This is an optimization exercise on Yosys and OpenROAD, whose aim is small area and a short achievable clock period, not a production implementation. No activity file was given, so power comes from the tool's default toggle rates.

run A:
// dccap_fa
module dccap_fa (
    input  wire        clk,
    input  wire        rst,          
    input  wire        tick,         
    input  wire        cmd_we,
    input  wire [31:0] cmd_wdata,
    input  wire [2:0]  rd_addr,
    output reg  [31:0] rd_data,
    output wire        busy,         
    output wire        bus_req,
    output wire        bus_rd,
    output wire [1:0]  bus_len,
    output wire [23:0] bus_wdata,
    input  wire        bus_ack,
    input  wire        bus_ok,
    input  wire [15:0] bus_rdata,
    output wire        out_a,
    output wire        out_b,
    output wire        out_pwm
);
Size: roughly 2300 cells after synthesis, about 190 flip-flops, ~120 I/O pins, roughly 17000 um2 of cells after synthesis.
==> module dccap_fa, before the edit <==
module dccap_fa (
    input  wire        clk,
    input  wire        rst,          
    input  wire        tick,         
    input  wire        cmd_we,
    input  wire [31:0] cmd_wdata,
    input  wire [2:0]  rd_addr,
    output reg  [31:0] rd_data,
    output wire        busy,         
    output wire        bus_req,
    output wire        bus_rd,
    output wire [1:0]  bus_len,
    output wire [23:0] bus_wdata,
    input  wire        bus_ack,
    input  wire        bus_ok,
    input  wire [15:0] bus_rdata,
    output wire        out_a,
    output wire        out_b,
    output wire        out_pwm
);
    wire [3:0]  op = cmd_wdata[31:28];
    wire [3:0]  z  = cmd_wdata[27:24];
    wire [7:0]  a  = cmd_wdata[23:16];
    wire [15:0] d  = cmd_wdata[15:0];
    reg legal_fr, legal_act;
    always @(*) begin
        legal_fr  = 1'b0;
        legal_act = 1'b0;
        if (z == 4'd0) begin
            case (op)
                4'h1:             legal_fr  = 1'b1;
                4'h2, 4'h3:       legal_fr  = (d == 16'd0);
                4'h4, 4'h5, 4'h6: legal_fr  = (a == 8'd0) && (d == 16'd0);
                4'h8:             legal_act = (a == 8'd0);
                4'h9:             legal_act = 1'b1;
                default: ;
            endcase
        end
    end
    wire cmd_ill  = cmd_we && !legal_fr && !legal_act;
    wire cmd_fr   = cmd_we && legal_fr;
    wire set_duty = cmd_we && legal_act && (op == 4'h8);
    wire set_hz   = cmd_we && legal_act && (op == 4'h9);
    wire [31:0] fr_status, result;
    wire [31:0] act_status, toggle_hz, toggle_reload, pwm_ccr, pwm_ccr_next;
    dccap_framer u_framer (
        .clk       (clk),
        .rst       (rst),
        .tick      (tick),
        .cmd_ill   (cmd_ill),
        .cmd_fr    (cmd_fr),
        .cmd_op    (op),
        .cmd_a     (a),
        .cmd_d     (d),
        .bus_req   (bus_req),
        .bus_rd    (bus_rd),
        .bus_len   (bus_len),
        .bus_wdata (bus_wdata),
        .bus_ack   (bus_ack),
        .bus_ok    (bus_ok),
        .bus_rdata (bus_rdata),
        .fr_status (fr_status),
        .result    (result)
    );
    dccap_act #(.SPLIT(7), .LA(16'h008F)) u_act (
        .clk           (clk),
        .rst           (rst),
        .tick          (tick),
        .set_duty      (set_duty),
        .duty_arg      (d),
        .set_hz        (set_hz),
        .hz_arg        (cmd_wdata[23:0]),
        .out_a         (out_a),
        .out_b         (out_b),
        .out_pwm       (out_pwm),
        .act_status    (act_status),
        .toggle_hz     (toggle_hz),
        .toggle_reload (toggle_reload),
        .pwm_ccr       (pwm_ccr),
        .pwm_ccr_next  (pwm_ccr_next)
    );
    assign busy = fr_status[0];
    wire [7:0] rsel = 8'd1 << rd_addr;
    always @(*) begin
        rd_data = ({32{rsel[1]}} & fr_status) | ({32{rsel[2]}} & result) |
                  ({32{rsel[3]}} & act_status) | ({32{rsel[4]}} & toggle_hz) |
                  ({32{rsel[5]}} & toggle_reload) | ({32{rsel[6]}} & pwm_ccr) |
                  ({32{rsel[7]}} & pwm_ccr_next);
    end
endmodule
Settings: LEC_CHECK=0, ABC_AREA=1, CAP_MARGIN=20, CORE_MARGIN=2, CORE_UTILIZATION=40, CTS_BUF_LIST=sky130_fd_sc_hd__clkbuf_8, CTS_CLUSTER_SIZE=10, SLEW_MARGIN=20; clock period 125.0 ns.
standard.sh (not shown) runs the stock make flow with config.mk's settings and CLKGATE_MAP_FILE= SYNTH_SCRIPT=/design/flow/synth_recipe.tcl, a recipe that flattens the netlist after the stock synthesis.
==> flow/flow/run.sh <==
#!/bin/bash
# The standard layout (the standard.sh: ORFS synthesis to final
# layout) with two changes: every port is buffered by a plain buffer
# cell instead of the default choice (a delay buffer), and the clock tree
# is built without dummy balancing loads.
set -euo pipefail
export BUFFER_PORTS_ARGS="-buffer_cell sky130_fd_sc_hd__buf_1"
export CTS_ARGS="-sink_clustering_enable -repair_clock_nets -buf_list sky130_fd_sc_hd__clkbuf_8 -dont_use_dummy_load"
bash standard.sh finish > standard_flow.log 2>&1
Run A ended with every stage complete and zero timing, DRC or antenna violations.
#### Input delta (run B over run A)
-- flow/design.v --
<<< run A, line 465
        .result    (result)
    );
    dccap_act #(.SPLIT(7), .LA(16'h008F)) u_act (
        .clk           (clk),
        .rst           (rst),
>>> run B, line 465
        .result    (result)
    );
    dccap_act #(.SPLIT(7), .LA(16'h009F)) u_act (
        .clk           (clk),
        .rst           (rst),
--- outcome ---
- NOTE: area enclosed by the die boundary in run B falls short of that of run A
- Going from run A to run B, maximum number of pins on one net before global-route repair moved up; placed cell area shrank by 320 um2.
- Between run A and run B, the arrival time at the worst endpoint is higher for run A.
- Est. power | run B vs run A | run B lower
- Run B reports its launching element of the worst setup path as rd_addr[2] while run A reports u_act.tog_hz[0].
- The wire length reported by the detailed router on run A is in line with that on run B.
No functional check of the RTL was part of any run of this note.

[re-timing with driven ports]
Ports are ideal in the flow. The routed layouts listed here were re-timed in OpenROAD. Step 1 sets driving cells, clkbuf_16 on the clock port and buf_2 on the other inputs (assumed; they add their load-dependent delay and slew). Step 2, shift: input delay + t, output delay - t, t = (earliest + latest rising clock arrival at the registers) / 2. This alone moves slack from input paths to output paths. Three values: ideal, step 1, step 2; two values: the first two.
run	shift t [ns]	setup slack, ns	slew at the worst register clock pin (ns)	pins driven straight from the clock port
run A	0.534	72.072 / 72.025 / 72.559	0.11 / 0.11	1
run B	0.530	72.463 / 72.436 / 72.436	0.12 / 0.12	1
After both steps every run listed still meets setup and hold. The setup slack of run B, which loses most, moves by -0.027 ns with the drivers and by -0.027 ns with both steps.
